Background: an optimization exercise with open tools, aiming at small area. Do not read the settings as production practice.
Only simulation tests tie the RTL to the original design; equivalence was not proved.
No activity file was given, so power comes from the tool's default toggle rates.

===== flow/config.mk =====
export PLATFORM = sky130hd
export DESIGN_NAME = irds_ir
export DESIGN_NICKNAME = irds_ir
export VERILOG_FILES = /design/flow/design.v
export SDC_FILE = /design/flow/constraint.sdc
export NUM_CORES = 4
export LEC_CHECK = 0
export CAP_MARGIN = 20
export CORE_MARGIN = 2
export CORE_UTILIZATION = 40
export PLACE_DENSITY = 0.6
export SLEW_MARGIN = 20

===== flow/constraint.sdc =====
create_clock -name core_clock -period 10.0 [get_ports {clk}]
set_input_delay 2.0000 -clock core_clock [delete_from_list [all_inputs] [get_ports {clk}]]
set_output_delay 2.0000 -clock core_clock [all_outputs]
set_load 0.01 [all_outputs]

===== flow/design.v =====
module irds_bindlist #(
    parameter CAP = 16
) (
    input  wire        clk,
    input  wire        rst,
    input  wire        wr_en,
    input  wire        wr_wild,
    input  wire [7:0]  wr_code,
    input  wire        wr_present,
    input  wire [15:0] wr_handle,
    output wire        full,
    input  wire [7:0]  key,
    output reg         found,
    output reg         found_present,
    output reg  [3:0]  found_idx,
    input  wire [3:0]  rd_idx,
    output wire [15:0] rd_handle
);
    reg [4:0]  count;
    reg        wild;
    reg [3:0]  wpos;
    reg [7:0]  code    [0:CAP-1];
    reg        present [0:CAP-1];
    reg [15:0] handle  [0:CAP-1];
    assign full      = count[4];
    assign rd_handle = handle[rd_idx];
    always @(posedge clk) begin
        if (rst) begin
            count <= 5'd0;
            wild  <= 1'b0;
        end else if (wr_en) begin
            count <= count + 5'd1;
            if (wr_wild && !wild) begin
                wild <= 1'b1;
                wpos <= count[3:0];
            end
        end
    end
    always @(posedge clk) begin
        if (wr_en) begin
            code[count[3:0]]    <= wr_code;
            present[count[3:0]] <= wr_present;
            handle[count[3:0]]  <= wr_handle;
        end
    end
    integer i;
    always @(*) begin
        found         = 1'b0;
        found_present = 1'b0;
        found_idx     = 4'd0;
        for (i = CAP - 1; i >= 0; i = i - 1) begin
            if (i < count && (code[i] == key || (wild && wpos == i))) begin
                found         = 1'b1;
                found_present = present[i];
                found_idx     = i;
            end
        end
    end
endmodule
module irds_cbfifo #(
    parameter CAP = 16,
    parameter W   = 5
) (
    input  wire         clk,
    input  wire         rst,
    input  wire         push0,
    input  wire [W-1:0] data0,
    input  wire         push1,
    input  wire [W-1:0] data1,
    input  wire         pop,
    output wire         valid,
    output wire [W-1:0] head,
    output wire [4:0]   count
);
    reg [W-1:0] mem [0:CAP-1];
    reg [3:0]   rd_ptr;
    reg [3:0]   wr_ptr;
    reg [4:0]   cnt;
    assign count = cnt;
    assign valid = (cnt != 5'd0);
    assign head  = mem[rd_ptr];
    wire do_pop = pop && valid;
    always @(posedge clk) begin
        if (rst) begin
            rd_ptr <= 4'd0;
            wr_ptr <= 4'd0;
            cnt    <= 5'd0;
        end else begin
            if (do_pop)
                rd_ptr <= rd_ptr + 4'd1;
            wr_ptr <= wr_ptr + {3'd0, push0} + {3'd0, push1};
            cnt    <= cnt + {4'd0, push0} + {4'd0, push1} - {4'd0, do_pop};
        end
    end
    always @(posedge clk) begin
        if (push0)
            mem[wr_ptr] <= data0;
        if (push1)
            mem[push0 ? wr_ptr + 4'd1 : wr_ptr] <= data1;
    end
endmodule
module irds_ir (
    input  wire        clk,
    input  wire        rst,
    input  wire        ev_valid,
    input  wire [2:0]  ev_op,
    input  wire [31:0] ev_data,
    input  wire [31:0] now_ms,
    output wire        cb_valid,
    output wire [15:0] cb_handle,
    input  wire        cb_ready,
    output reg         conn,
    output reg         proto,
    output wire [2:0]  fault_cause,
    output wire [5:0]  bits,
    output reg  [15:0] addr,
    output reg  [15:0] cmdf,
    output reg         newdg,
    output reg         ac_valid,
    output reg  [7:0]  ac_code
);
    localparam OP_NOP       = 3'd0;
    localparam OP_PULSE     = 3'd1;
    localparam OP_EDGE_MARK = 3'd2;
    localparam OP_EDGE_SPC  = 3'd3;
    localparam OP_CONNECT   = 3'd4;
    localparam OP_BUTTON    = 3'd5;
    localparam OP_QUERY     = 3'd6;
    localparam OP_RCHECK    = 3'd7;
    localparam [14:0] T_BIT1   = 15'd1600;
    localparam [14:0] T_REPEAT = 15'd2700;
    localparam [14:0] T_START  = 15'd12500;
    localparam [31:0] REPEAT_TIMEOUT_MS = 32'd120;
    localparam        CB_CAP = 16;
    reg        f_ins;
    reg        f_bind;
    assign fault_cause = {f_bind, 1'b0, f_ins};
    reg [4:0]  nbits;
    assign bits = {1'b0, nbits};
    reg [30:0] sreg;
    reg [13:0] mark;
    reg [31:0] deadline;
    wire ok         = ev_valid && !f_ins && !f_bind;
    wire pulse_path = ok && conn;
    wire        is_pulse = pulse_path && (ev_op == OP_PULSE || ev_op == OP_EDGE_SPC);
    wire        d_big    = |ev_data[31:14];
    wire [14:0] d_low    = {1'b0, ev_data[13:0]} + {1'b0, (ev_op[1] ? mark : 14'd0)};
    wire c_bit    = !d_big && (d_low < T_REPEAT);
    wire c_bitval = d_low >= T_BIT1;
    wire c_repeat = !d_big && (d_low >= T_REPEAT) && (d_low < T_START);
    wire [4:0] nb1     = nbits + 5'd1;
    wire       in_addr = (nbits < 5'd8);            
    wire       jump    = in_addr && proto && c_bitval;
    wire       last    = (nbits == 5'd31);          
    wire got_bit    = is_pulse && c_bit;
    wire got_dgram  = got_bit && last;
    wire got_repeat = is_pulse && c_repeat;
    wire [7:0] new_code = sreg[14:7];
    wire       bind_op      = ok && (ev_op == OP_BUTTON);
    wire       bind_wild    = ev_data[8];
    wire       bind_kind    = ev_data[9];
    wire       bind_present = ev_data[10];
    wire       bind_legal   = !ev_data[8] || (ev_data[7:0] == 8'd0);
    wire       prs_full, rel_full;
    wire       bind_full    = bind_kind ? rel_full : prs_full;
    wire       bind_wr      = bind_op && bind_legal && !bind_full;
    wire        prs_found, prs_present;
    wire [3:0]  prs_idx;
    wire        rel_found, rel_present;
    wire [3:0]  rel_idx;
    wire [4:0]  cb_head;
    wire [15:0] prs_rd, rel_rd;
    irds_bindlist u_pressed (
        .clk(clk), .rst(rst),
        .wr_en(bind_wr && !bind_kind), .wr_wild(bind_wild), .wr_code(ev_data[7:0]),
        .wr_present(bind_present), .wr_handle(ev_data[31:16]),
        .full(prs_full),
        .key(new_code),
        .found(prs_found), .found_present(prs_present), .found_idx(prs_idx),
        .rd_idx(cb_head[3:0]), .rd_handle(prs_rd)
    );
    irds_bindlist u_released (
        .clk(clk), .rst(rst),
        .wr_en(bind_wr && bind_kind), .wr_wild(bind_wild), .wr_code(ev_data[7:0]),
        .wr_present(bind_present), .wr_handle(ev_data[31:16]),
        .full(rel_full),
        .key(ac_code),
        .found(rel_found), .found_present(rel_present), .found_idx(rel_idx),
        .rd_idx(cb_head[3:0]), .rd_handle(rel_rd)
    );
    assign cb_handle = cb_head[4] ? rel_rd : prs_rd;
    wire [4:0] cb_count;
    wire       change    = got_dgram && !(ac_valid && ac_code == new_code);
    wire       rchk      = pulse_path && (ev_op == OP_RCHECK);
    wire       timeout   = rchk && ac_valid && (now_ms > deadline);
    wire want_rel = ((change && ac_valid) || timeout) && rel_found && rel_present;
    wire want_prs = change && prs_found && prs_present;
    wire rel_fits = !cb_count[4];
    wire prs_fits = want_rel ? (cb_count < CB_CAP - 1) : !cb_count[4];
    wire rel_ovf  = want_rel && !rel_fits;
    wire prs_ovf  = want_prs && !rel_ovf && !prs_fits;
    wire ins_ovf  = rel_ovf || prs_ovf;
    wire push_rel = want_rel && rel_fits;
    wire push_prs = want_prs && !ins_ovf;
    irds_cbfifo #(.CAP(CB_CAP), .W(5)) u_cbq (
        .clk(clk), .rst(rst),
        .push0(push_rel), .data0({1'b1, rel_idx}),
        .push1(push_prs), .data1({1'b0, prs_idx}),
        .pop(cb_ready),
        .valid(cb_valid), .head(cb_head), .count(cb_count)
    );
    always @(posedge clk) begin
        if (got_bit) begin
            sreg <= {sreg[29:0], c_bitval};
            if (jump)
                sreg[8:1] <= 8'd0;
        end
        if (got_dgram || got_repeat)
            deadline <= now_ms + REPEAT_TIMEOUT_MS;
        if (ok && ev_op == OP_CONNECT && !conn)
            mark <= 14'd0;
        if (pulse_path && ev_op == OP_EDGE_MARK)
            mark <= d_big ? 14'h3FFF : ev_data[13:0];
    end
    always @(posedge clk) begin
        if (rst) begin
            conn     <= 1'b0;
            proto    <= 1'b0;
            f_ins    <= 1'b0;
            f_bind   <= 1'b0;
            nbits    <= 5'd0;
            addr     <= 16'd0;
            cmdf     <= 16'd0;
            newdg    <= 1'b0;
            ac_valid <= 1'b0;
            ac_code  <= 8'd0;
        end else if (ok) begin
            case (ev_op)
                OP_CONNECT: begin
                    if (!conn) begin
                        conn  <= 1'b1;
                        proto <= ev_data[0];
                    end
                end
                OP_BUTTON: begin
                    if (bind_legal && bind_full)
                        f_bind <= 1'b1;
                end
                OP_QUERY: begin
                    newdg <= 1'b0;
                end
                OP_RCHECK: begin
                    if (timeout) begin
                        if (rel_ovf) begin
                            f_ins <= 1'b1;
                        end else begin
                            ac_valid <= 1'b0;
                            ac_code  <= 8'd0;
                            nbits    <= 5'd0;
                        end
                    end
                end
                default: ;
            endcase
            if (is_pulse) begin
                if (c_bit)
                    nbits <= last ? 5'd0 : jump ? 5'd9 : nb1;
                else
                    nbits <= 5'd0;
                if (got_dgram) begin
                    addr  <= sreg[30:15];
                    cmdf  <= {sreg[14:0], c_bitval};
                    newdg <= 1'b1;
                end
                if (change) begin
                    if (ins_ovf) begin
                        f_ins <= 1'b1;
                    end else begin
                        ac_valid <= 1'b1;
                        ac_code  <= new_code;
                    end
                end
            end
        end
    end
endmodule

===== flow/run.sh =====
#!/bin/bash
# synth_recipe.tcl (not shown) runs the flow's synth.tcl, then flattens the netlist and writes it again
# the make line also repeats each setting of config.mk as NAME=value (left out here)
make -C /OpenROAD-flow-scripts/flow DESIGN_CONFIG=/design/flow/config.mk WORK_HOME=/design/flow/orfs CLKGATE_MAP_FILE= SYNTH_SCRIPT=/design/flow/synth_recipe.tcl finish

==> out/metrics.cfg, run 1 <==
[power_and_ir_drop]
p_clk_share_pct=44.2
p_int_w=0.00724
power.total_w=0.00924
pwr-share-seq_pct=51.8
power.net_switching_w=0.00200
ir_drop_mv=0.163
leakage_nw=18.1
p_per_area_mw_per_mm2=174
switching_share_pct=21.7
p_comb_share_pct=4.0

[detailed_routing]
drc_errors=0
top_layer=met4
drt_wl_total_um=117000
drt_first_pass_iters=5
vias=26252
drt_iter0_drc=2341
ant_nets=0
met1_length_um=51300
route.met3.wl_um=6210
met2_wirelength_um=55400
avgRoutedWirePerCell_um=24.2
vias_per_cell=5.43

[global_route]
grt_overflow=0
grt_max_degree=84
grt_pass1_wl_um=173000
grt_usage_pct=19.8
grt_pass1_vias=26309
antenna_found_initial=1

[outcome]
status=finished clean

[clock_tree]
clk_pin_slew_ps=60
clock_latency_ps=740
cts_tree=built
cts_made_buffers=109
post_cts_buffers=0
clkSinkCount=1045
clockBufferDepth=3
cts-resized-gates=0
postCtsHoldBufs=0
root_buffer=clkbuf_16
htree_levels=3

[logic_synthesis]
synth.avg_cell_area_um2=15.2
ys_async_sr_fraction_pct=0
synth_seq_cells=1045
synth_cells=3039
synth-seq-area-share_pct=65.9
netlist_area_mm2=0.0461
yosysWarningCount=3
synth_edf_count=949
synth_cell_types=91
ys.flop_type=edfxtp_1

[floorplan]
coreArea_mm2=0.114
die_w_um=344
die-area_mm2=0.118
rows=124
die_h_um=344
initial_core_util_pct=40.3
num_io_pins=141

[critical_path]
start_kind=input port
path_class=in2reg
path_cells=clkdlybuf4s50_1 > and2_1 > ha_1 > inv_1 > fa_1 > nand2b_1 > a21oi_2 > o221ai_1 > a211oi_1 > a32oi_1 > a221oi_4 > nand4_1 > nor3b_2 > a21boi_0 > inv_1 > ha_1 > fa_1 > inv_1 > fa_1 > a21oi_1 > nor2_1 > nor2_1 > xor2_1 > nor2_1
arrival_ps=8450
crit_fanout=19
ff2ff_path_depth=20
cpPeakStageDelay_ps=860
crit_required_ps=10550
worstSetupEndpointType=flop
cpMaxStageDelayCell=clkdlybuf4s50_1

[layout]
drive_gt1_share_pct=15.7
fin_util_pct=46.5
area_delta_synth_final_pct=15.2
fin_cells=4832
finalInstanceArea_mm2=0.0531
fin_nets=3371

[sta]
worstMarginPinSlew_ps=1100
finalSetupViolCount=0
setup_tns_ps=0
finalCriticalPeriod_ps=7910
slew-limit-headroom_pct=26.2
period_share_pct=79.1
final_max_slew_viol_count=0
rsz0062_at_grt=false
hold_viol_final=0
fmax_ghz=0.126
clock_skew_ps=75.3

[placed_design]
placement.io_buffers=138
gpl.final_weighted_congestion=0.899
dp_hpwl_um=70700
post-place-cells=4624
placed_area_mm2=0.0494

[worst_hold_path]
hold_class=reg2reg
holdPathStages=0

[job]
drv_cap=0

[critical path: cells and delay by family]
family	cells	cell delay, ps
AOI/OAI and AO/OA	7	2060
xor gates and xnor gates	1	160
adders and majority gates	5	1450
buffers and inverters	4	1090
and+or+nand+nor	7	1670
[layout by cell type, fill, tap and decap left out, types with 35 or more instances in the layout]
cell	instances
nand3_1	58
dfxtp_1	96
nor2_1	180
nor4_1	47
buf_4	84
xor2_1	160
o21ai_0	55
xnor2_1	157
clkbuf_16	112
clkdlybuf4s50_1	129
ha_1	70
nand4_1	45
mux2i_1	127
mux4_2	150
mux2_2	35
edfxtp_1	949
nand2_1	184
inv_1	83
a21oi_1	73
[path summary, 6_finish.rpt]
| path | startpoint | to | slack [ps] |
|---|---|---|---|
| hold / removal | sreg[27]$_DFFE_PP_ | sreg[28]$_DFFE_PP_ | 440 |
| setup reg to reg | sreg[11]$_DFFE_PP_ | u_cbq.cnt[4]$_SDFF_PP0_ | 3700 |
| hold reg to reg | sreg[27]$_DFFE_PP_ | sreg[28]$_DFFE_PP_ | 440 |
| setup / recovery | ev_op[1] | u_cbq.cnt[4]$_SDFF_PP0_ | 2090 |
[state kept, by name (all words and copies together), names as in the netlist, 8 cells and up, named ones only]
name                flops
u_released.present     16
cmdf                   16
u_pressed.present      16
sreg                   31
u_pressed.code        128
mark                   14
u_cbq.mem              80
addr                   16
deadline               32
u_pressed.handle      256
u_released.code       128
u_released.handle     256
ac_code                 8
[routing by layer]
layer	GRT usage, %	up-vias
li1	-	11942
met1	27.4	13336
met2	32.0	774
met3	2.81	200
met4	7.35	0
met5	0	-
[cell usage after synthesis (7+ instances only)]
master,number,area (um^2)
edfxtp_1,949,28500
nor2_1,204,766
nand2_1,185,694
xor2_1,160,1400
xnor2_1,157,1380
mux4_2,153,3450
mux2i_1,127,1270
dfxtp_1,96,1920
inv_1,83,312
a21oi_1,73,365
clkbuf_1,71,267
ha_1,70,876
nand3_1,58,290
o21ai_0,55,275
nor4_1,49,307
nand4_1,45,282
mux2_2,35,394
nor3_1,33,165
buf_2,28,140
and2_1,25,156
o21a_1,25,188
buf_1,24,90.1
o22ai_1,22,138
o211ai_1,21,158
nand2b_1,20,125
nor2b_1,20,125
or3_1,19,119
buf_4,18,135
and3_1,17,106
a31oi_1,15,93.8
a22oi_1,14,105
a21o_1,12,90.1
o21bai_1,12,90.1
buf_6,11,124
a211oi_1,10,75.1
nor3b_1,9,67.6
or2_2,8,50.1
a21boi_0,7,52.6
[through the flow]
step	worst slack (ps)	hold slack, ps
5_1_grt	1620	456
6_report	2090	445
3_3_place_gp	1650	442
3_5_place_dp	1480	433
4_1_cts	2190	447
2_1_floorplan	2450	406
[power groups by stage]
stage	Sequential [W]	Clock (W)	Combinational, W
finish	0.00479	0.00408	0.000374
global route	0.00479	0.00432	0.000414
CTS	0.00479	0.00417	0.000378
detailed placement	0.00488	0	0.000377
global placement	0.00488	0	0.000372
floorplan	0.00487	0	0.000200
[area by class of cell]
cell class,count,area [um^2]
clock buffers,134,2940
clock inverters,68,692
multi-input cells,1759,14800
repair buffers,227,2070
flip-flops and latches,1045,30400
diodes,3,7.51
well taps,1512,1890
fillers,9931,61200
inverters,84,315
[kinds of logic after synthesis]
kind of cell | count (synthesis) | share of synthesized area, %
and+or+nand+nor | 722 | 7.68
AOI/OAI and AO/OA | 329 | 4.87
other | 1 | 0.00813
adders and majority gates | 74 | 2.07
DFF | 1045 | 65.9
buffers and inverters | 236 | 2.32
muxes | 315 | 11.1
xor gates and xnor gates | 317 | 6.02
==> inputs of run 2 (changes only) <==
--- a/flow/design.v
+++ b/flow/design.v
@@ -15,4 +15,4 @@
     output reg  [3:0]  found_idx,
-    input  wire [3:0]  rd_idx,
-    output wire [15:0] rd_handle
+    input  wire [CAP-1:0] rd_sel,
+    output reg  [15:0]    rd_handle
 );
@@ -25,3 +25,2 @@
     assign full      = count[4];
-    assign rd_handle = handle[rd_idx];
     always @(posedge clk) begin
@@ -44,2 +43,8 @@
         end
+    end
+    integer j;
+    always @(*) begin
+        rd_handle = 16'd0;
+        for (j = 0; j < CAP; j = j + 1)
+            rd_handle = rd_handle | (handle[j] & {16{rd_sel[j]}});
     end
@@ -71,3 +76,3 @@
     output wire         valid,
-    output wire [W-1:0] head,
+    output reg  [W-1:0] head,
     output wire [4:0]   count
@@ -80,3 +85,9 @@
     assign valid = (cnt != 5'd0);
-    assign head  = mem[rd_ptr];
+    wire [CAP-1:0] rd_dec = {{(CAP-1){1'b0}}, 1'b1} << rd_ptr;
+    integer k;
+    always @(*) begin
+        head = {W{1'b0}};
+        for (k = 0; k < CAP; k = k + 1)
+            head = head | (mem[k] & {W{rd_dec[k]}});
+    end
     wire do_pop = pop && valid;
@@ -94,7 +105,12 @@
     end
-    always @(posedge clk) begin
-        if (push0)
-            mem[wr_ptr] <= data0;
-        if (push1)
-            mem[push0 ? wr_ptr + 4'd1 : wr_ptr] <= data1;
+    wire         first  = push0 || push1;
+    wire [W-1:0] data_a = push0 ? data0 : data1;    
+    wire [W-1:0] d_even = wr_ptr[0] ? data1 : data_a;
+    wire [W-1:0] d_odd  = wr_ptr[0] ? data_a : data1;
+    wire [3:0]   wr_ptr1 = wr_ptr + 4'd1;
+    integer i;
+    always @(posedge clk) begin
+        for (i = 0; i < CAP; i = i + 1)
+            if ((first && wr_ptr == i) || (push0 && push1 && wr_ptr1 == i))
+                mem[i] <= (i % 2) ? d_odd : d_even;
     end
@@ -172,2 +188,3 @@
     wire [15:0] prs_rd, rel_rd;
+    wire [15:0] prs_sel, rel_sel;
     irds_bindlist u_pressed (
@@ -179,3 +196,3 @@
         .found(prs_found), .found_present(prs_present), .found_idx(prs_idx),
-        .rd_idx(cb_head[3:0]), .rd_handle(prs_rd)
+        .rd_sel(prs_sel), .rd_handle(prs_rd)
     );
@@ -188,5 +205,8 @@
         .found(rel_found), .found_present(rel_present), .found_idx(rel_idx),
-        .rd_idx(cb_head[3:0]), .rd_handle(rel_rd)
+        .rd_sel(rel_sel), .rd_handle(rel_rd)
     );
-    assign cb_handle = cb_head[4] ? rel_rd : prs_rd;
+    wire [15:0] head_dec = 16'd1 << cb_head[3:0];
+    assign prs_sel = cb_head[4] ? 16'd0 : head_dec;
+    assign rel_sel = cb_head[4] ? head_dec : 16'd0;
+    assign cb_handle = prs_rd | rel_rd;
     wire [4:0] cb_count;
--- a/flow/config.mk
+++ b/flow/config.mk
@@ -9,4 +9,7 @@
 export CORE_MARGIN = 2
-export CORE_UTILIZATION = 40
-export PLACE_DENSITY = 0.6
+export CORE_UTILIZATION = 60
+export CTS_BUF_LIST = sky130_fd_sc_hd__clkbuf_4
+export CTS_CLUSTER_DIAMETER = 40
+export CTS_CLUSTER_SIZE = 10
+export PLACE_DENSITY = 0.7
 export SLEW_MARGIN = 20
==> run 2 against run 1 <==
Area after synthesis fell by 5.6%. Utilization grew 21 points. Die area fell by 37%. Largest cell class unchanged. Highest routed layer is now met5.
==> out/metrics.cfg, run 2 <==
[placed_design]
pre_cts_ws_ps=2020  ; was 1480 ps
gpl.final_weighted_congestion=0.886  ; was 0.899
placement.io_buffers=138  ; unchanged
placed_area_mm2=0.0465  ; was 0.0494 mm^2
dp_hpwl_um=75000  ; was 70700 um

[clock_tree]
clock_latency_ps=1070  ; was 740 ps
postCtsHoldBufs=0  ; unchanged
htree_levels=4  ; was 3
clkSinkCount=1041  ; was 1045
post_cts_buffers=0  ; unchanged
cts-resized-gates=0  ; unchanged
cts_made_buffers=141  ; was 109
cts_tree=built  ; unchanged
clockBufferDepth=3  ; unchanged
clk_pin_slew_ps=120  ; was 60 ps
root_buffer=clkbuf_4  ; was clkbuf_16

[logic_synthesis]
synth-simple-area-share_pct=8.65  ; was 7.68%
synth.avg_cell_area_um2=14.5  ; was 15.2 um^2
synthMuxAreaShare_pct=0.606  ; was 11.1%
synth_cells=2999  ; was 3039
synth-seq-area-share_pct=70.0  ; was 65.9%
yosys.area_share.adder_pct=2.22  ; was 2.07%
synth_seq_cells=1041  ; was 1045
synth_edf_count=965  ; was 949
synth_common_cells=edfxtp_1, xor2_1, a22oi_1  ; was edfxtp_1, nor2_1, nand2_1
synth_cell_types=89  ; was 91
synth_most_common_cell=edfxtp_1  ; unchanged
ys.flop_type=edfxtp_1  ; unchanged
synth_top_family_by_area=compound AO/OA/AOI/OAI gates  ; was multiplexers
netlist_area_mm2=0.0435  ; was 0.0461 mm^2
synth-xor-area-share_pct=6.20  ; was 6.02%
synth_top_area_share_pct=66.6  ; was 61.8%
yosysWarningCount=4  ; was 3
synth_compound_area_share_pct=10.1  ; was 4.87%
yosys.area.top_type=edfxtp_1  ; unchanged
ys_async_sr_fraction_pct=0  ; unchanged
ys_top_cells_by_area=edfxtp_1, xor2_1, dfxtp_1, a22oi_1, ha_1  ; was edfxtp_1, mux4_2, dfxtp_1, xor2_1, xnor2_1

[layout]
fin_nets=3406  ; was 3371
final_common_cell=edfxtp_1  ; unchanged
area_delta_synth_final_pct=11.1  ; was 15.2%
finalInstanceArea_mm2=0.0484  ; was 0.0531 mm^2
final_cell_mix=edfxtp_1, xor2_1, a22oi_1, clkbuf_4, nor2_1  ; was edfxtp_1, nand2_1, nor2_1, xor2_1, xnor2_1
drive_gt1_share_pct=12.0  ; was 15.7%

[sta]
fmax_ghz=0.123  ; was 0.126 GHz
worstMarginPinSlew_ps=1100  ; about the same
hold_viol_final=0  ; unchanged
finalCriticalPeriod_ps=8150  ; was 7910 ps
rsz0062_at_grt=false  ; unchanged
clock_skew_ps=78.7  ; was 75.3 ps
period_share_pct=81.5  ; was 79.1%
slew-limit-headroom_pct=26.6  ; was 26.2%
setup_tns_ps=0  ; unchanged
finalSetupViolCount=0  ; unchanged
worst_slack_ps=1850  ; was 2090 ps
final_max_slew_viol_count=0  ; unchanged

[global_route]
antenna_found_initial=4  ; was 1
gr-usage-met1_pct=45.9  ; was 27.4%
grt-busiest-layer=met2  ; unchanged
grt_usage_pct=33.6  ; was 19.8%
grt_overflow=0  ; unchanged
met3_usage_pct=8.27  ; was 2.81%
grt_pass1_vias=27631  ; was 26309
grt_pass1_wl_um=181000  ; was 173000 um
grt_max_degree=76  ; was 84
global_route.usage.met2_pct=52.6  ; was 32.0%

[floorplan]
die_w_um=273  ; was 344 um
die-area_mm2=0.0747  ; was 0.118 mm^2
rows=98  ; was 124
initial_core_util_pct=60.8  ; was 40.3%
die_h_um=273  ; was 344 um
coreArea_mm2=0.0716  ; was 0.114 mm^2
num_io_pins=141  ; unchanged

[job]
drv_cap=0  ; unchanged

[detailed_routing]
drt_wl_total_um=126000  ; was 117000 um
drt_first_pass_iters=7  ; was 5
vias=28274  ; was 26252
vias_per_cell=6.59  ; was 5.43
avgRoutedWirePerCell_um=29.3  ; was 24.2 um
drc_errors=0  ; unchanged
ant_nets=0  ; unchanged
drt_iter0_drc=3785  ; was 2341

[critical_path]
crit_required_ps=8000  ; was 10550 ps
start_kind=flop  ; was input port
crit_fanout=15  ; was 19
crit_path_frequent_cell=o21ai_0
path_class=reg2out  ; was in2reg
worstSetupEndpointType=output port  ; was flop
cpMaxStageDelayCell=nor2_1  ; was clkdlybuf4s50_1
path_cells=inv_1 > ha_1 > a21oi_1 > o21ai_0 > a222oi_1 > o21ai_0 > nand2_1 > nor2_1 > buf_4 > a22o_1 > a221oi_1 > nand3_1 > or4_1 > clkdlybuf4s50_1  ; was clkdlybuf4s50_1 > and2_1 > ha_1 > inv_1 > fa_1 > nand2b_1 > a21oi_2 > o221ai_1 > a211oi_1 > a32oi_1 > a221oi_4 > nand4_1 > nor3b_2 > a21boi_0 > inv_1 > ha_1 > fa_1 > inv_1 > fa_1 > a21oi_1 > nor2_1 > nor2_1 > xor2_1 > nor2_1
arrival_ps=6150  ; was 8450 ps
cpPeakStageDelay_ps=880  ; was 860 ps

[worst_hold_path]
hold_class=reg2reg  ; unchanged

[outcome]
status=finished clean  ; unchanged

[power_and_ir_drop]
p_per_area_mw_per_mm2=185  ; was 174 mW/mm^2
power.total_w=0.00897  ; was 0.00924 W
leakage_nw=16.1  ; was 18.1 nW
ir_drop_mv=0.236  ; was 0.163 mV

[run 2: report_power, final]
part / switching, W / leakage, nW / internal (W) / total, W
clock network: 0.00147 / 1.02 / 0.00105 / 0.00252
registers: 0.0000162 / 9.29 / 0.00475 / 0.00477
logic: 0.00104 / 5.79 / 0.000637 / 0.00168
[run 2: area by class of cell]
class	count	area, um^2
Clock inverter	51	519
Antenna cell	4	10.0
Sequential cell	1041	30500
Tap cell	950	1190
Multi-Input combinational cell	1740	12300
Timing Repair Buffer	247	2220
Fill cell	5144	23300
Clock buffer	170	1280
Inverter	89	334
[run 2: final timing paths]
| kind | start | end | slack [ps] | cells after the start |
|---|---|---|---|---|
| hold / removal | sreg[25]$_DFFE_PP_ | sreg[26]$_DFFE_PP_ | 450 | 0 |
| setup reg to reg | mark[0]$_SDFFCE_PN0P_ | u_cbq.cnt[4]$_SDFF_PP0_ | 4200 | 22 |
| setup / recovery | u_cbq.rd_ptr[0]$_SDFFE_PP0P_ | cb_handle[9] | 1850 | 14 |
| hold reg to reg | sreg[25]$_DFFE_PP_ | sreg[26]$_DFFE_PP_ | 450 | 0 |
[run 2: kinds of logic after synthesis]
| family | count (synthesis) |
|---|---|
| fa+ha+maj | 75 |
| simple gates | 731 |
| buf+inv | 219 |
| mux | 25 |
| flops | 1041 |
| other cells | 1 |
| compound gates | 599 |
| xor+xnor | 308 |
[run 2: routing by layer]
layer | part of all wire, % | wire length [um] | up-vias
li1 | - | - | 12135
met1 | 39 | 48700 | 14070
met4 | 3.5 | 4380 | 4
met3 | 12 | 14800 | 309
met2 | 46 | 57900 | 1756
met5 | 0.017 | 21 | -
[run 2: critical path: cells and delay by family (launching register included)]
kind / cells / cell delay [ps]
AOI/OAI and AO/OA: 6 / 1470
adders and majority gates: 1 / 560
buffers and inverters: 3 / 1120
DFF: 1 / 370
and+or+nand+nor: 4 / 1590
[run 2: per-stage QoR]
stage | util [%] | instances | hold WS [ps]
final | 67.5 | 4292 | 446
after global routing | 67.5 | 4290 | 465
after CTS | 67.5 | 4287 | 444
after detailed placement | 65.0 | 4066 | 439
after global placement | 64.9 | 4065 | 433
after floorplan | - | 3000 | 406
==> inputs of run 3 (changes only) <==
--- a/flow/config.mk
+++ b/flow/config.mk
@@ -10,5 +10,2 @@
 export CORE_UTILIZATION = 60
-export CTS_BUF_LIST = sky130_fd_sc_hd__clkbuf_4
-export CTS_CLUSTER_DIAMETER = 40
-export CTS_CLUSTER_SIZE = 10
 export PLACE_DENSITY = 0.7
==> run 3 against run 2 <==
Highest routed layer unchanged. Cell count is 0.75% lower. Hold slack got worse by 20 ps. Critical path depth rose by 1. Global-route usage barely moved. First-iteration DRC count grew 7.8%. Largest cell class unchanged. Area after synthesis unchanged. Die area unchanged. Via count grew 0.34%. Combinational power hardly changed. Design area up 3.5%.
==> out/metrics.cfg, run 3 <==
[outcome]
status=finished clean  ; unchanged

[global_route]
gr-usage-met1_pct=47.0  ; was 45.9%
grt_max_degree=76  ; unchanged
global_route.usage.met2_pct=52.6  ; about the same
grt_pass1_vias=27382  ; was 27631
grt_pass1_wl_um=181000  ; about the same
grt_overflow=0  ; unchanged
grt-busiest-layer=met2  ; unchanged
antenna_found_initial=1  ; was 4
met3_usage_pct=7.11  ; was 8.27%
grt_usage_pct=33.6  ; about the same

[worst_hold_path]
holdPathStages=0  ; unchanged
hold_start=sreg[20]$_DFFE_PP_  ; was sreg[25]$_DFFE_PP_
hold_class=reg2reg  ; unchanged
whs_endpoint=sreg[21]$_DFFE_PP_  ; was sreg[26]$_DFFE_PP_

[sta]
period_share_pct=77.9  ; was 81.5%
slew-limit-headroom_pct=25.6  ; was 26.6%
rsz0062_at_grt=false  ; unchanged
worstMarginPinSlew_ps=1110  ; was 1100 ps
hold_viol_final=0  ; unchanged
clock_skew_ps=48.6  ; was 78.7 ps
finalSetupViolCount=0  ; unchanged
final_max_slew_viol_count=0  ; unchanged
setup_tns_ps=0  ; unchanged
hold_ws_ps=426  ; was 446 ps
fmax_ghz=0.128  ; was 0.123 GHz
finalCriticalPeriod_ps=7790  ; was 8150 ps

[clock_tree]
cts_tree=built  ; unchanged
cts_made_buffers=102  ; was 141
postCtsHoldBufs=0  ; unchanged
clockBufferDepth=3  ; unchanged
cts-resized-gates=0  ; unchanged
clk_pin_slew_ps=70  ; was 120 ps
root_buffer=clkbuf_16  ; was clkbuf_4
post_cts_buffers=0  ; unchanged
clock_latency_ps=690  ; was 1070 ps
clkSinkCount=1041  ; unchanged
htree_levels=3  ; was 4

[floorplan]
coreArea_mm2=0.0716  ; unchanged
die-area_mm2=0.0747  ; unchanged
num_io_pins=141  ; unchanged
die_h_um=273  ; unchanged
rows=98  ; unchanged
initial_core_util_pct=60.8  ; unchanged
die_w_um=273  ; unchanged

[detailed_routing]
drt_iter0_drc=4082  ; was 3785
vias_per_cell=6.66  ; was 6.59
drt_first_pass_iters=5  ; was 7
avgRoutedWirePerCell_um=29.6  ; was 29.3 um
drc_errors=0  ; unchanged
ant_nets=0  ; unchanged
drt_wl_total_um=126000  ; about the same
vias=28370  ; was 28274

[logic_synthesis]
synth-seq-area-share_pct=70.0  ; unchanged
ys_top_cells_by_area=edfxtp_1, xor2_1, dfxtp_1, a22oi_1, ha_1  ; unchanged
yosys.area.top_type=edfxtp_1  ; unchanged
yosysWarningCount=4  ; unchanged
netlist_area_mm2=0.0435  ; unchanged
synth_edf_count=965  ; unchanged
synth_cell_types=89  ; unchanged
synth_seq_cells=1041  ; unchanged
synth_top_area_share_pct=66.6  ; unchanged
synth_most_common_cell=edfxtp_1  ; unchanged
synth_common_cells=edfxtp_1, xor2_1, a22oi_1  ; unchanged
synth_cells=2999  ; unchanged
ys.flop_type=edfxtp_1  ; unchanged
ys_async_sr_fraction_pct=0  ; unchanged
synth.avg_cell_area_um2=14.5  ; unchanged

[layout]
drive_gt1_share_pct=10.2  ; was 12.0%
area_delta_synth_final_pct=14.9  ; was 11.1%
antenna_cells=0  ; was 4
final_common_cell=edfxtp_1  ; unchanged
fin_nets=3368  ; was 3406
final_cell_mix=edfxtp_1, xor2_1, a22oi_1, nor2_1, nand2_1  ; was edfxtp_1, xor2_1, a22oi_1, clkbuf_4, nor2_1

[critical_path]
arrival_ps=5790  ; was 6150 ps
crit_required_ps=8000  ; about the same
cpMaxStageDelayCell=or4_1  ; was nor2_1
start_kind=flop  ; unchanged
r2r_setup_slack_ps=4260  ; was 4200 ps
cpPeakStageDelay_ps=710  ; was 880 ps
crit_fanout=15  ; unchanged
critPathLaunch=u_cbq.rd_ptr[0]$_SDFFE_PP0P_  ; unchanged
path_class=reg2out  ; unchanged
path_cells=inv_1 > ha_1 > a21oi_1 > o21ai_0 > a222oi_1 > o21ai_0 > nand2b_1 > nor2_1 > buf_4 > buf_4 > a22o_1 > a221oi_1 > nand3_1 > or4_1 > clkdlybuf4s50_1  ; was inv_1 > ha_1 > a21oi_1 > o21ai_0 > a222oi_1 > o21ai_0 > nand2_1 > nor2_1 > buf_4 > a22o_1 > a221oi_1 > nand3_1 > or4_1 > clkdlybuf4s50_1
worstSetupEndpointType=output port  ; unchanged
ff2ff_path_depth=22  ; unchanged
worstReg2RegStart=mark[0]$_SDFFCE_PN0P_  ; unchanged
r2r-end=u_cbq.cnt[4]$_SDFF_PP0_  ; unchanged

[power_and_ir_drop]
leakage_nw=16.8  ; was 16.1 nW
ir_drop_mv=0.217  ; was 0.236 mV
p_per_area_mw_per_mm2=209  ; was 185 mW/mm^2

[placed_design]
placement.io_buffers=138  ; unchanged
gpl.final_weighted_congestion=0.886  ; unchanged
dp_hpwl_um=75000  ; unchanged

[job]
drv_cap=0  ; unchanged

==> run 3: area by class of cell <==
| cell class | instances | area (um^2) |
|---|---|---|
| clock inverters | 65 | 767 |
| flip-flops and latches | 1041 | 30500 |
| inverters | 89 | 334 |
| multi-input cells | 1740 | 12300 |
| fillers | 4891 | 21600 |
| clock buffers | 127 | 2730 |
| repair buffers | 248 | 2230 |
| well taps | 950 | 1190 |
==> run 3: routing by layer <==
metal  up-vias  share of wire [%]
met4         2                3.8
met3       314                 12
met2      1803                 46
li1      12038                  -
met1     14213                 39
met5         -              0.010
==> run 3: worst max path at each step <==
stage / to / slack [ps] / cells after the start
6_report: cb_handle[10] / 2210 / 15
2_1_floorplan: u_cbq.cnt[4]$_SDFF_PP0_ / 990 / 25
3_3_place_gp: u_cbq.cnt[4]$_SDFF_PP0_ / 2120 / 17
3_5_place_dp: u_cbq.cnt[4]$_SDFF_PP0_ / 2020 / 17
4_1_cts: cb_handle[10] / 2220 / 14
5_1_grt: cb_handle[10] / 1970 / 15
==> run 3: worst max-delay path: cells and delay by family (launching register included) <==
| kind | cells | cell delay, ps |
|---|---|---|
| adder cells (fa/ha/maj) | 1 | 570 |
| AND/OR/NAND/NOR | 4 | 1360 |
| flip-flops | 1 | 350 |
| buffers and inverters | 4 | 1120 |
| AO/OA/AOI/OAI | 6 | 1700 |
==> run 3: power by group <==
group	leakage, nW	switching (W)	internal, W	total [W]
clock	1.70	0.00165	0.00233	0.00398
sequential	9.29	0.0000159	0.00476	0.00477
combinational	5.79	0.00105	0.000637	0.00168
total	16.8	0.00271	0.00773	0.0104
==> run 3: cells by family after synthesis <==
| group | count (synthesis) | synth area share (%) |
|---|---|---|
| other cells | 1 | 0.00861 |
| simple gates | 731 | 8.65 |
| mux | 25 | 0.606 |
| flops | 1041 | 70.0 |
| compound gates | 599 | 10.1 |
| buf+inv | 219 | 2.21 |
| fa+ha+maj | 75 | 2.22 |
| xor+xnor | 308 | 6.20 |
==> run 3: per-stage QoR <==
stage | cells | instance area (um^2) | worst slack, ps | total power (W) | utilization (%)
global placement | 4065 | 46500 | 2120 | 0.00648 | 64.9
finish | 4260 | 50000 | 2210 | 0.0104 | 69.9
detailed placement | 4066 | 46500 | 2020 | 0.00650 | 65.0
global route | 4260 | 50000 | 1970 | 0.0107 | 69.9
floorplan | 3000 | 43500 | 988 | 0.00563 | -
CTS | 4258 | 50000 | 2220 | 0.0104 | 69.9
==> inputs of run 4 (changes only) <==
--- a/flow/config.mk
+++ b/flow/config.mk
@@ -10,2 +10,5 @@
 export CORE_UTILIZATION = 60
+export CTS_BUF_LIST = sky130_fd_sc_hd__clkbuf_16
+export CTS_CLUSTER_DIAMETER = 60
+export CTS_CLUSTER_SIZE = 30
 export PLACE_DENSITY = 0.7
==> run 4 against run 3 <==
Via count decreased by 1.7%. Routed wire length decreased by 1.4%. Clock skew increased by 12 ps. Sequential power about the same. Sequential share of layout area increased by 1.5 points. Design area decreased by 2.3%. Combinational power about the same. Largest power group unchanged. Power decreased by 9.7%. Highest routed layer is now met4. Largest cell class unchanged. Utilization decreased by 1.6 points.
==> out/metrics.cfg, run 4 <==
[outcome]
status=finished clean  ; unchanged

[clock_tree]
clock_latency_ps=690  ; about the same
cts_made_buffers=61  ; was 102
clockBufferDepth=3  ; unchanged
htree_levels=2  ; was 3
cts_tree=built  ; unchanged
postCtsHoldBufs=0  ; unchanged
clk_pin_slew_ps=100  ; was 70 ps
post_cts_buffers=0  ; unchanged
cts-resized-gates=0  ; unchanged
root_buffer=clkbuf_16  ; unchanged
clkSinkCount=1041  ; unchanged

[logic_synthesis]
ys.flop_type=edfxtp_1  ; unchanged
synth-seq-area-share_pct=70.0  ; unchanged
synth_top_area_share_pct=66.6  ; unchanged
synth_cells=2999  ; unchanged
ys_async_sr_fraction_pct=0  ; unchanged
yosys.area.top_type=edfxtp_1  ; unchanged
netlist_area_mm2=0.0435  ; unchanged
synth_common_cells=edfxtp_1, xor2_1, a22oi_1  ; unchanged
synth_seq_cells=1041  ; unchanged
synth_cell_types=89  ; unchanged
synth_edf_count=965  ; unchanged
synth.avg_cell_area_um2=14.5  ; unchanged
yosysWarningCount=4  ; unchanged
synth_most_common_cell=edfxtp_1  ; unchanged
ys_top_cells_by_area=edfxtp_1, xor2_1, dfxtp_1, a22oi_1, ha_1  ; unchanged

[global_route]
grt_pass1_vias=26834  ; was 27382
antenna_found_initial=1  ; unchanged
grt_pass1_wl_um=179000  ; was 181000 um
grt_usage_pct=33.0  ; was 33.6%
grt_overflow=0  ; unchanged
grt_max_degree=76  ; unchanged

[power_and_ir_drop]
pwr-share-seq_pct=50.6  ; was 45.7%
p_comb_share_pct=17.8  ; was 16.1%
leakage_nw=16.2  ; was 16.8 nW
ir_drop_mv=0.220  ; was 0.217 mV
p_per_area_mw_per_mm2=193  ; was 209 mW/mm^2
power.net_switching_w=0.00270  ; was 0.00271 W
p_clk_share_pct=31.6  ; was 38.1%
p_int_w=0.00672  ; was 0.00773 W
switching_share_pct=28.7  ; was 26.0%

[detailed_routing]
vias_per_cell=6.66  ; about the same
vias=27876  ; was 28370
ant_nets=0  ; unchanged
drt_iter0_drc=3779  ; was 4082
avgRoutedWirePerCell_um=29.8  ; was 29.6 um
drc_errors=0  ; unchanged
drt_first_pass_iters=6  ; was 5
drt_wl_total_um=125000  ; was 126000 um

[floorplan]
coreArea_mm2=0.0716  ; unchanged
die_w_um=273  ; unchanged
num_io_pins=141  ; unchanged
rows=98  ; unchanged
die-area_mm2=0.0747  ; unchanged
initial_core_util_pct=60.8  ; unchanged
die_h_um=273  ; unchanged

[sta]
final_max_slew_viol_count=0  ; unchanged
period_share_pct=78.2  ; was 77.9%
finalSetupViolCount=0  ; unchanged
finalCriticalPeriod_ps=7820  ; was 7790 ps
hold_ws_ps=459  ; was 426 ps
clock_skew_ps=60.2  ; was 48.6 ps
setup_tns_ps=0  ; unchanged
slew-limit-headroom_pct=24.1  ; was 25.6%
hold_viol_final=0  ; unchanged
worstMarginPinSlew_ps=1130  ; was 1110 ps
rsz0062_at_grt=false  ; unchanged
fmax_ghz=0.128  ; about the same

[layout]
final_common_cell=edfxtp_1  ; unchanged
fin_nets=3327  ; was 3368
drive_gt1_share_pct=9.31  ; was 10.2%
final_cell_mix=edfxtp_1, xor2_1, a22oi_1, nor2_1, nand2_1  ; unchanged
fillers=5044  ; was 4891
area_delta_synth_final_pct=12.3  ; was 14.9%

[critical_path]
crit_fanout=15  ; unchanged
endpoint=cb_handle[9]  ; was cb_handle[10]
worstSetupEndpointType=output port  ; unchanged
path_class=reg2out  ; unchanged
r2r-end=u_cbq.cnt[4]$_SDFF_PP0_  ; unchanged
r2r_setup_slack_ps=4190  ; was 4260 ps
ff2ff_path_depth=22  ; unchanged
arrival_ps=5820  ; was 5790 ps
worstReg2RegStart=mark[0]$_SDFFCE_PN0P_  ; unchanged
crit_required_ps=8000  ; about the same
start_kind=flop  ; unchanged
critPathLaunch=u_cbq.rd_ptr[0]$_SDFFE_PP0P_  ; unchanged

[placed_design]
placement.io_buffers=138  ; unchanged
gpl.final_weighted_congestion=0.886  ; unchanged
dp_hpwl_um=75000  ; unchanged

[job]
drv_cap=0  ; unchanged

[worst_hold_path]
hold_class=reg2reg  ; unchanged

-- run 4: kinds of logic after synthesis --
group | share of synthesized area, %
other cells | 0.00861
simple gates | 8.65
xor+xnor | 6.20
compound gates | 10.1
flops | 70.0
mux | 0.606
buf+inv | 2.21
fa+ha+maj | 2.22
-- run 4: power groups by stage --
stage	Clock [W]	Sequential, W	Combinational (W)
2_1_floorplan	0	0.00486	0.000771
3_3_place_gp	0	0.00487	0.00161
3_5_place_dp	0	0.00487	0.00163
4_1_cts	0.00300	0.00477	0.00165
5_1_grt	0.00315	0.00477	0.00175
6_report	0.00298	0.00477	0.00168
-- run 4: area by class of cell --
class | instances | area (um^2) | share of cell area (%)
timing repair buffer | 248 | 2230 | 4.56
tap | 950 | 1190 | 2.43
clock buffer | 63 | 1580 | 3.23
clock inverter | 51 | 746 | 1.53
multi-input combinational | 1740 | 12300 | 25.2
sequential | 1041 | 30500 | 62.4
antenna | 1 | 2.50 | 0.00512
inverter | 89 | 334 | 0.683
-- run 4: per-layer routing --
| layer | track usage (%) | wire length [um] | up-vias |
|---|---|---|---|
| li1 | - | - | 11937 |
| met1 | 46.4 | 48500 | 14039 |
| met2 | 52.8 | 57800 | 1663 |
| met3 | 6.50 | 14400 | 237 |
| met4 | 9.78 | 3740 | 0 |
| met5 | 0 | 0 | - |
-- run 4: worst min path at each step --
stage / startpoint / to / slack [ps] / depth (start not counted)
detailed placement: sreg[21]$_DFFE_PP_ / sreg[22]$_DFFE_PP_ / 440 / 0
global placement: sreg[26]$_DFFE_PP_ / sreg[27]$_DFFE_PP_ / 430 / 0
global route: sreg[16]$_DFFE_PP_ / sreg[17]$_DFFE_PP_ / 470 / 0
finish: sreg[24]$_DFFE_PP_ / sreg[25]$_DFFE_PP_ / 460 / 0
CTS: cmdf[15]$_SDFFE_PP0P_ / cmdf[15]$_SDFFE_PP0P_ / 460 / 2
floorplan: u_pressed.count[2]$_SDFFE_PP0P_ / u_pressed.wpos[2]$_DFFE_PP_ / 410 / 0
-- run 4: metrics by stage --
step | total power, W | area, um^2 | worst slack, ps | cells | utilization [%]
2_1_floorplan | 0.00563 | 43500 | 988 | 3000 | -
3_3_place_gp | 0.00648 | 46500 | 2120 | 4065 | 64.9
3_5_place_dp | 0.00650 | 46500 | 2020 | 4066 | 65.0
4_1_cts | 0.00941 | 48800 | 2230 | 4180 | 68.2
5_1_grt | 0.00967 | 48900 | 1940 | 4182 | 68.3
6_report | 0.00943 | 48900 | 2180 | 4183 | 68.3
-- run 4: worst max-delay path, stage by stage (launching register included) --
cell	delay (ps)
dfxtp_1	370
inv_1	120
ha_1	550
a21oi_1	120
o21ai_0	450
a222oi_1	160
o21ai_0	460
nand2_1	310
nor2_1	930
buf_4	430
a22o_1	200
a221oi_1	50
nand3_1	150
or4_1	250
clkdlybuf4s50_1	580
==> inputs of run 5 (changes only) <==
==> flow/flow/run.sh (new file) <==
#!/bin/bash
# The standard layout (standard.sh) with these changes:
#  - synthesis maps the combinational logic with an area-oriented ABC script
#    (flow/abc_speed.script) in place of ORFS's delay-oriented one;
#  - clock tree synthesis inserts no dummy loads;
#  - the port buffers are the smallest buffer, buf_1 (repair may resize them).
# Everything else is ORFS's own scripts and the standard flow's config.mk.
set -euo pipefail
W=$PWD
rm -rf "$W/scripts_alt"
cp -r "$FLOW_HOME/scripts" "$W/scripts_alt"
cp "$W/flow/abc_speed.script" "$W/scripts_alt/abc_speed.script"
export SCRIPTS_DIR="$W/scripts_alt"
export BUFFER_PORTS_ARGS="-inputs -outputs -buffer_cell sky130_fd_sc_hd__buf_1"
export CTS_ARGS="-sink_clustering_enable -repair_clock_nets -sink_clustering_size 10 -sink_clustering_max_diameter 40 -buf_list sky130_fd_sc_hd__clkbuf_4 -dont_use_dummy_load"
bash "$W/standard.sh" > "$W/standard.log" 2>&1
==> flow/flow/abc_speed.script (new file) <==
&get -n
&st
&syn2
&dch -f
&nf -p -R 1000
&st
&syn3
&dch -f
&nf -p -R 1000
&st
&syn2
&dch -f
&nf -p -R 1000
&put
topo
stime -c
dnsize -c
==> flow/standard.sh (new file) <==
#!/bin/bash
# synth_recipe.tcl (not shown) runs the flow's synth.tcl, then flattens the netlist and writes it again
# the make line also repeats each setting of config.mk as NAME=value (left out here)
make -C /OpenROAD-flow-scripts/flow DESIGN_CONFIG=/design/flow/config.mk WORK_HOME=/design/flow/orfs CLKGATE_MAP_FILE= SYNTH_SCRIPT=/design/flow/synth_recipe.tcl "${@:-finish}"
--- a/flow/config.mk
+++ b/flow/config.mk
@@ -10,5 +10,5 @@
 export CORE_UTILIZATION = 60
-export CTS_BUF_LIST = sky130_fd_sc_hd__clkbuf_16
-export CTS_CLUSTER_DIAMETER = 60
-export CTS_CLUSTER_SIZE = 30
+export CTS_BUF_LIST = sky130_fd_sc_hd__clkbuf_4
+export CTS_CLUSTER_DIAMETER = 40
+export CTS_CLUSTER_SIZE = 10
 export PLACE_DENSITY = 0.7
removed: flow/run.sh
==> run 5 against run 4 <==
Via count is 2.1% lower. Global-route usage is 1.0 points higher. Combinational power is 45% lower. Non-clock buffer count is 5 lower. Sequential share of layout area is 4.2 points higher. Routed wire length is 2.5% lower. Sequential power hardly changed. First-iteration DRC count is 13% higher. Power is 19% lower. Clock skew is 41 ps higher. Largest cell class unchanged.
==> out/metrics.cfg, run 5 <==
[sta]
finalCriticalPeriod_ps=8210  ; was 7820 ps
clock_skew_ps=101  ; was 60.2 ps
hold_viol_final=0  ; unchanged
worst_slack_ps=1790  ; was 2180 ps
slew-limit-headroom_pct=16.3  ; was 24.1%
fmax_ghz=0.122  ; was 0.128 GHz
rsz0062_at_grt=false  ; unchanged
final_max_slew_viol_count=0  ; unchanged
setup_tns_ps=0  ; unchanged
period_share_pct=82.1  ; was 78.2%
worstMarginPinSlew_ps=1250  ; was 1130 ps
finalSetupViolCount=0  ; unchanged

[global_route]
grt_max_degree=51  ; was 76
grt_usage_pct=34.0  ; was 33.0%
grt_overflow=0  ; unchanged
grt_pass1_wl_um=174000  ; was 179000 um
antenna_found_initial=2  ; was 1
grt_pass1_vias=26621  ; was 26834

[placed_design]
pre_cts_ws_ps=1010  ; was 2020 ps
gpl.final_weighted_congestion=0.897  ; was 0.886
placed_area_mm2=0.0446  ; was 0.0465 mm^2
dp_hpwl_um=72900  ; was 75000 um
post-place-cells=3936  ; was 4066
placement.io_buffers=138  ; unchanged

[layout]
fillers=5013  ; was 5044
final_cell_mix=edfxtp_1, nand2_1, nor2_1, clkbuf_4, xor2_1  ; was edfxtp_1, xor2_1, a22oi_1, nor2_1, nand2_1
final_common_cell=edfxtp_1  ; unchanged
fin_cells=4087  ; was 4183
regArea_mm2=0.0305  ; unchanged
drive_gt1_share_pct=9.34  ; was 9.31%
fin_nets=3297  ; was 3327
finalInstanceArea_mm2=0.0458  ; was 0.0489 mm^2
multiInputGateArea_mm2=0.0113  ; was 0.0123 mm^2
area_delta_synth_final_pct=9.19  ; was 12.3%

[detailed_routing]
avgRoutedWirePerCell_um=29.7  ; was 29.8 um
drc_errors=0  ; unchanged
drt_wl_total_um=121000  ; was 125000 um
ant_nets=0  ; unchanged
drt_iter0_drc=4255  ; was 3779
vias=27282  ; was 27876
drt_first_pass_iters=8  ; was 6
vias_per_cell=6.68  ; was 6.66

[logic_synthesis]
yosys.area.top_type=edfxtp_1  ; unchanged
synth-seq-area-share_pct=72.7  ; was 70.0%
synth_cell_types=65  ; was 89
yosysWarningCount=4  ; unchanged
synth.avg_cell_area_um2=15.2  ; was 14.5 um^2
synth_common_cells=edfxtp_1, nand2_1, nor2_1  ; was edfxtp_1, xor2_1, a22oi_1
netlist_area_mm2=0.0420  ; was 0.0435 mm^2
ys.flop_type=edfxtp_1  ; unchanged
synth_top_area_share_pct=69.1  ; was 66.6%
ys_async_sr_fraction_pct=0  ; unchanged
synth_edf_count=965  ; unchanged
synth_seq_cells=1041  ; unchanged
synth_cells=2769  ; was 2999
ys_top_cells_by_area=edfxtp_1, dfxtp_1, xor2_1, xnor2_1, a222oi_1  ; was edfxtp_1, xor2_1, dfxtp_1, a22oi_1, ha_1
synth_most_common_cell=edfxtp_1  ; unchanged

[worst_hold_path]
hold_class=reg2reg  ; unchanged

[critical_path]
r2r_setup_slack_ps=3150  ; was 4190 ps
path_class=reg2out  ; unchanged
worstSetupEndpointType=output port  ; unchanged
start_kind=flop  ; unchanged
crit_fanout=24  ; was 15
crit_required_ps=8000  ; about the same
arrival_ps=6210  ; was 5820 ps

[floorplan]
rows=96  ; was 98
coreArea_mm2=0.0689  ; was 0.0716 mm^2
die-area_mm2=0.0721  ; was 0.0747 mm^2
initial_core_util_pct=60.9  ; was 60.8%
die_h_um=268  ; was 273 um
die_w_um=268  ; was 273 um
num_io_pins=141  ; unchanged

[clock_tree]
clkSinkCount=1041  ; unchanged
postCtsHoldBufs=0  ; unchanged
clock_latency_ps=1050  ; was 690 ps
post_cts_buffers=0  ; unchanged
htree_levels=4  ; was 2
cts-resized-gates=0  ; unchanged
cts_tree=built  ; unchanged
cts_made_buffers=140  ; was 61
root_buffer=clkbuf_4  ; was clkbuf_16
clk_pin_slew_ps=80  ; was 100 ps
clockBufferDepth=3  ; unchanged

[power_and_ir_drop]
ir_drop_mv=0.180  ; was 0.220 mV
p_per_area_mw_per_mm2=167  ; was 193 mW/mm^2
leakage_nw=14.7  ; was 16.2 nW

[outcome]
status=finished clean  ; unchanged

[job]
drv_cap=0  ; unchanged

==> run 5: cell types whose count changed in the layout (fill, tap and decap cells not counted), moves of 89 or more <==
cell and delta:
inv_1 -89, a22oi_1 -112, buf_1 +125, a222oi_1 +95, clkdlybuf4s50_1 -134, clkbuf_4 +140, clkinv_1 +104
==> run 5: cell families (layout without fill, tap and decap cells) <==
| logic type | after synthesis | count (layout) | share of synthesized area, % |
|---|---|---|---|
| adder cells (fa/ha/maj) | 75 | 75 | 2.31 |
| AND/OR/NAND/NOR | 716 | 716 | 8.40 |
| other | 1 | 9 | 0.00894 |
| AO/OA/AOI/OAI | 556 | 556 | 9.89 |
| XOR/XNOR | 255 | 255 | 5.32 |
| multiplexers | 15 | 15 | 0.370 |
| buffers and inverters | 110 | 489 | 1.02 |
| flip-flops | 1041 | 1041 | 72.7 |
==> run 5: layout make-up <==
class | instances | share of cell area [%]
Antenna cell | 7 | 0.0382
Clock buffer | 140 | 2.29
Inverter | 106 | 0.868
Multi-Input combinational cell | 1619 | 24.6
Sequential cell | 1041 | 66.6
Tap cell | 931 | 2.54
Timing Repair Buffer | 243 | 3.10
==> run 5: critical path: stages, from the launching register on <==
cell,delay [ps]
dfxtp_1,940
nor2b_1,560
and2_0,470
a22o_1,300
a221oi_1,70
nand3_1,370
nor2b_1,240
nand2b_1,130
nor2_1,950
buf_4,400
a222oi_1,130
and4_1,250
nand4_1,200
buf_1,190
==> run 5: per-layer routing <==
layer | global-route usage [%] | vias up | wire length, um
met4 | 16.8 | 0 | 5990
met3 | 5.91 | 386 | 12100
li1 | - | 11722 | -
met1 | 43.9 | 13438 | 44900
met5 | 0 | - | 0
met2 | 56.4 | 1736 | 58500
==> run 5: final timing paths <==
| kind | startpoint | to | cells after the start |
|---|---|---|---|
| setup / recovery | u_cbq.rd_ptr[3]$_SDFFE_PP0P_ | cb_handle[0] | 13 |
| hold / removal | addr[6]$_SDFFE_PP0P_ | addr[6]$_SDFFE_PP0P_ | 2 |
| setup reg to reg | mark[1]$_SDFFCE_PN0P_ | u_cbq.mem[4][0]$_DFFE_PP_ | 28 |
| hold reg to reg | addr[6]$_SDFFE_PP0P_ | addr[6]$_SDFFE_PP0P_ | 2 |
==> run 5: report_power, final <==
part           internal (W)  switching, W
logic              0.000292      0.000630
clock network      0.000644       0.00132
registers           0.00475     0.0000230
==> run 5: stage by stage <==
stage	power [W]	util, %	hold WS [ps]
6_report	0.00766	66.5	456
4_1_cts	0.00766	66.3	460
3_5_place_dp	0.00577	64.7	439
3_3_place_gp	0.00575	64.7	431
5_1_grt	0.00790	66.4	470
2_1_floorplan	0.00534	-	426
==> inputs of run 6 (changes only) <==
==> flow/flow/run.sh (replaced) <==
#!/bin/bash
# The standard layout (standard.sh) with two changes:
#  - synthesis maps the combinational logic with an area-oriented ABC script
#    (flow/abc_speed.script) in place of ORFS's delay-oriented one;
#  - clock tree synthesis inserts no dummy loads.
# Everything else is ORFS's own scripts and the standard flow's config.mk.
set -euo pipefail
W=$PWD
rm -rf "$W/scripts_alt"
cp -r "$FLOW_HOME/scripts" "$W/scripts_alt"
cp "$W/flow/abc_speed.script" "$W/scripts_alt/abc_speed.script"
export SCRIPTS_DIR="$W/scripts_alt"
export CTS_ARGS="-sink_clustering_enable -repair_clock_nets -sink_clustering_size 10 -sink_clustering_max_diameter 40 -buf_list sky130_fd_sc_hd__clkbuf_4 -dont_use_dummy_load"
bash "$W/standard.sh" > "$W/standard.log" 2>&1
==> run 6 against run 5 <==
Still clean. Count of clock-buffer cells in the layout rose by 5. Die area did not move. Utilization rose by 1.3 points. Setup slack got worse by 330 ps. Synthesized cell count did not move. Sequential power barely moved. Combinational power rose by 11%. Non-clock buffer count rose by 5. Area after synthesis did not move. Global-route usage barely moved.
==> out/metrics.cfg, run 6 <==
[outcome]
status=finished clean  ; unchanged

[critical_path]
ff2ff_path_depth=27  ; was 28
arrival_ps=6540  ; was 6210 ps
path_cells=clkinv_1 > ha_1 > a221oi_1 > a21oi_1 > a31oi_1 > nand2_1 > nor3_1 > nand2_1 > nor2_1 > buf_4 > a222oi_1 > nand3_1 > nor2_1 > nand4_1 > clkdlybuf4s50_1  ; was nor2b_1 > and2_0 > a22o_1 > a221oi_1 > nand3_1 > nor2b_1 > nand2b_1 > nor2_1 > buf_4 > a222oi_1 > and4_1 > nand4_1 > buf_1
start_kind=flop  ; unchanged
r2r-end=u_cbq.mem[8][3]$_DFFE_PP_  ; was u_cbq.mem[4][0]$_DFFE_PP_
crit_fanout=18  ; was 24
path_class=reg2out  ; unchanged
crit_required_ps=8000  ; about the same
cpMaxStageDelayCell=nor2_1  ; unchanged
critPathLaunch=u_cbq.rd_ptr[2]$_SDFFE_PP0P_  ; was u_cbq.rd_ptr[3]$_SDFFE_PP0P_
worstReg2RegStart=mark[0]$_SDFFCE_PN0P_  ; was mark[1]$_SDFFCE_PN0P_
critPathBufInv=3  ; was 2
path_depth=15  ; was 13
worstSetupEndpointType=output port  ; unchanged
cp_top_family=simple AND/OR/NAND/NOR gates  ; unchanged
r2r_setup_slack_ps=3380  ; was 3150 ps
endpoint=cb_handle[0]  ; unchanged
cpPeakStageDelay_ps=980  ; was 950 ps

[logic_synthesis]
synth_most_common_cell=edfxtp_1  ; unchanged
ys_async_sr_fraction_pct=0  ; unchanged
netlist_area_mm2=0.0420  ; unchanged
ys_top_cells_by_area=edfxtp_1, dfxtp_1, xor2_1, xnor2_1, a222oi_1  ; unchanged
synth_cell_types=65  ; unchanged
ys.flop_type=edfxtp_1  ; unchanged
synth-seq-area-share_pct=72.7  ; unchanged
yosysWarningCount=4  ; unchanged
synth_seq_cells=1041  ; unchanged
synth_cells=2769  ; unchanged
synth_edf_count=965  ; unchanged
synth_common_cells=edfxtp_1, nand2_1, nor2_1  ; unchanged
yosys.area.top_type=edfxtp_1  ; unchanged
synth.avg_cell_area_um2=15.2  ; unchanged
synth_top_area_share_pct=69.1  ; unchanged

[layout]
final_cell_mix=edfxtp_1, nand2_1, nor2_1, clkbuf_4, xor2_1  ; unchanged
fillers=4924  ; was 5013
final_common_cell=edfxtp_1  ; unchanged
drive_gt1_share_pct=9.37  ; was 9.34%
finalInstanceArea_mm2=0.0467  ; was 0.0458 mm^2
multiInputGateArea_mm2=0.0113  ; about the same
fin_nets=3307  ; was 3297
area_delta_synth_final_pct=11.3  ; was 9.19%
regArea_mm2=0.0305  ; unchanged

[job]
drv_cap=0  ; unchanged

[sta]
hold_viol_final=0  ; unchanged
setup_tns_ps=0  ; unchanged
worstMarginPinSlew_ps=1160  ; was 1250 ps
final_max_slew_viol_count=0  ; unchanged
hold_ws_ps=454  ; was 456 ps
rsz0062_at_grt=false  ; unchanged
clock_skew_ps=142  ; was 101 ps
worst_slack_ps=1460  ; was 1790 ps
slew-limit-headroom_pct=22.2  ; was 16.3%
fmax_ghz=0.117  ; was 0.122 GHz
finalCriticalPeriod_ps=8540  ; was 8210 ps
period_share_pct=85.4  ; was 82.1%
finalSetupViolCount=0  ; unchanged

[detailed_routing]
drt_wl_total_um=121000  ; about the same
drc_errors=0  ; unchanged
vias=27171  ; was 27282
drt_first_pass_iters=10  ; was 8
ant_nets=0  ; unchanged
avgRoutedWirePerCell_um=29.7  ; about the same
drt_iter0_drc=3969  ; was 4255
vias_per_cell=6.64  ; was 6.68

[global_route]
grt_pass1_vias=26437  ; was 26621
grt_usage_pct=34.1  ; was 34.0%
grt_pass1_wl_um=174000  ; about the same
grt_overflow=0  ; unchanged
antenna_found_initial=3  ; was 2
grt_max_degree=45  ; was 51

[clock_tree]
cts_tree=built  ; unchanged
post_cts_buffers=0  ; unchanged
clock_latency_ps=1080  ; was 1050 ps
cts-resized-gates=0  ; unchanged
postCtsHoldBufs=0  ; unchanged
htree_levels=4  ; unchanged
clockBufferDepth=3  ; unchanged
root_buffer=clkbuf_4  ; unchanged
clk_pin_slew_ps=60  ; was 80 ps
clkSinkCount=1041  ; unchanged
cts_made_buffers=145  ; was 140

[floorplan]
rows=96  ; unchanged
die_h_um=268  ; unchanged
initial_core_util_pct=60.9  ; unchanged
die_w_um=268  ; unchanged
coreArea_mm2=0.0689  ; unchanged
num_io_pins=141  ; unchanged
die-area_mm2=0.0721  ; unchanged

[placed_design]
gpl.final_weighted_congestion=0.922  ; was 0.897
dp_hpwl_um=72800  ; was 72900 um
placement.io_buffers=138  ; unchanged
placed_area_mm2=0.0455  ; was 0.0446 mm^2
pre_cts_ws_ps=1060  ; was 1010 ps

[worst_hold_path]
hold_class=reg2reg  ; unchanged

[power_and_ir_drop]
ir_drop_mv=0.173  ; was 0.180 mV
leakage_nw=15.1  ; was 14.7 nW
p_per_area_mw_per_mm2=167  ; about the same

-- run 6: cell counts after synthesis --
No cell type changed its count.
-- run 6: worst min-delay path by stage --
| stage | from | to | slack (ps) | depth (start not counted) |
|---|---|---|---|---|
| 2_1_floorplan | sreg[15]$_DFFE_PP_ | sreg[16]$_DFFE_PP_ | 430 | 0 |
| 3_3_place_gp | sreg[21]$_DFFE_PP_ | sreg[22]$_DFFE_PP_ | 430 | 0 |
| 3_5_place_dp | sreg[22]$_DFFE_PP_ | sreg[23]$_DFFE_PP_ | 440 | 0 |
| 4_1_cts | sreg[29]$_DFFE_PP_ | sreg[30]$_DFFE_PP_ | 450 | 0 |
| 5_1_grt | sreg[29]$_DFFE_PP_ | sreg[30]$_DFFE_PP_ | 470 | 0 |
| 6_report | sreg[29]$_DFFE_PP_ | sreg[30]$_DFFE_PP_ | 450 | 0 |
-- run 6: worst register-to-register path, cell delays in order, from the launching register on --
cell,delay [ps]
edfxtp_1,370
and2_0,160
ha_1,200
fa_1,410
a21oi_1,160
nor2_1,60
nor2_1,160
o21bai_1,90
a21oi_1,230
o21bai_1,90
a21oi_1,230
o21bai_1,100
a21oi_1,220
o21ai_0,170
xor2_1,200
nor4b_1,390
o21ai_0,200
nand2b_1,250
clkinv_1,90
nand2_1,100
a31oi_1,270
nand2_1,130
nand2_1,90
nand2_1,120
nor2_1,260
clkinv_1,200
nor2_1,660
mux2i_1,650
-- run 6: cell families (layout without fill, tap and decap cells) --
kind of cell             Yosys count  in the layout  share of synthesized area [%]
AO/OA/AOI/OAI                    556            556                           9.89
adder cells (fa/ha/maj)           75             75                           2.31
XOR/XNOR                         255            255                           5.32
buffers and inverters            110            499                           1.02
multiplexers                      15             15                          0.370
other                              1              5                        0.00894
flip-flops                      1041           1041                           72.7
AND/OR/NAND/NOR                  716            716                           8.40
-- run 6: through the flow --
| stage | util, % | power [W] | cells |
|---|---|---|---|
| after floorplan | - | 0.00534 | 2770 |
| after global placement | 65.9 | 0.00586 | 3939 |
| after detailed placement | 66.0 | 0.00587 | 3942 |
| after CTS | 67.6 | 0.00778 | 4087 |
| after global routing | 67.7 | 0.00802 | 4091 |
| final | 67.7 | 0.00778 | 4093 |
-- run 6: power breakdown --
| group | total (W) | switching [W] | leakage (nW) | internal (W) |
|---|---|---|---|---|
| sequential | 0.00478 | 0.0000218 | 9.34 | 0.00475 |
| clock | 0.00198 | 0.00132 | 0.667 | 0.000665 |
| combinational | 0.00102 | 0.000617 | 5.11 | 0.000402 |
-- run 6: area by class of cell --
cell class | instances | area share, %
clock buffer | 145 | 2.33
timing repair buffer | 248 | 4.90
sequential | 1041 | 65.3
inverter | 106 | 0.852
antenna | 3 | 0.0161
tap | 931 | 2.49
multi-input combinational | 1619 | 24.1
-- run 6: metal layers --
metal	wire length [um]	up-vias	track usage, %
li1	-	11754	-
met1	44100	13354	44.2
met2	58200	1678	55.9
met3	12800	379	6.28
met4	6220	6	16.9
met5	81	-	0

-- static timing again, ports no longer ideal --
In the flow no input, the clock included, has a driving cell. The finished layouts below were timed again as built, in two steps. Step 1 (the two cells are an assumption about what drives the block):
set clk [get_ports {clk}]
set_driving_cell -lib_cell sky130_fd_sc_hd__clkbuf_16 $clk
set_driving_cell -lib_cell sky130_fd_sc_hd__buf_2 [delete_from_list [all_inputs] $clk]
Step 2 adds t to the input delays and takes it off the output delays; t is the mean of the earliest and latest rising clock arrival at the registers after step 1. Input paths then give back, and output paths get back, about the clock's delay inside the block. a / b / c = ideal ports / drivers / drivers and shift; a / b = the first two.
| run | shift t [ns] | setup slack, ns | latest minus earliest clock arrival (ns) | slew at the worst register clock pin (ns) | worst data-port slew with drivers (ns) |
|---|---|---|---|---|---|
| run 1 | 0.766 | 2.091 / 2.080 / 1.313 | 0.082 / 0.081 | 0.07 / 0.07 | 0.08 |
| run 2 | 1.099 | 1.851 / 1.787 / 1.901 | 0.078 / 0.079 | 0.12 / 0.12 | 0.09 |
| run 3 | 0.728 | 2.215 / 2.148 / 1.948 | 0.054 / 0.053 | 0.07 / 0.07 | 0.09 |
| run 4 | 0.730 | 2.182 / 2.112 / 1.891 | 0.061 / 0.061 | 0.11 / 0.11 | 0.10 |
| run 5 | 1.061 | 1.786 / 1.724 / 0.848 | 0.131 / 0.130 | 0.11 / 0.11 | 0.08 |
| run 6 | 1.068 | 1.456 / 1.394 / 0.879 | 0.158 / 0.158 | 0.11 / 0.11 | 0.09 |
After both steps setup and hold are still met in every run listed. For run 5, which loses most, drivers alone change the setup slack by -0.062 ns; drivers and shift together by -0.938 ns.
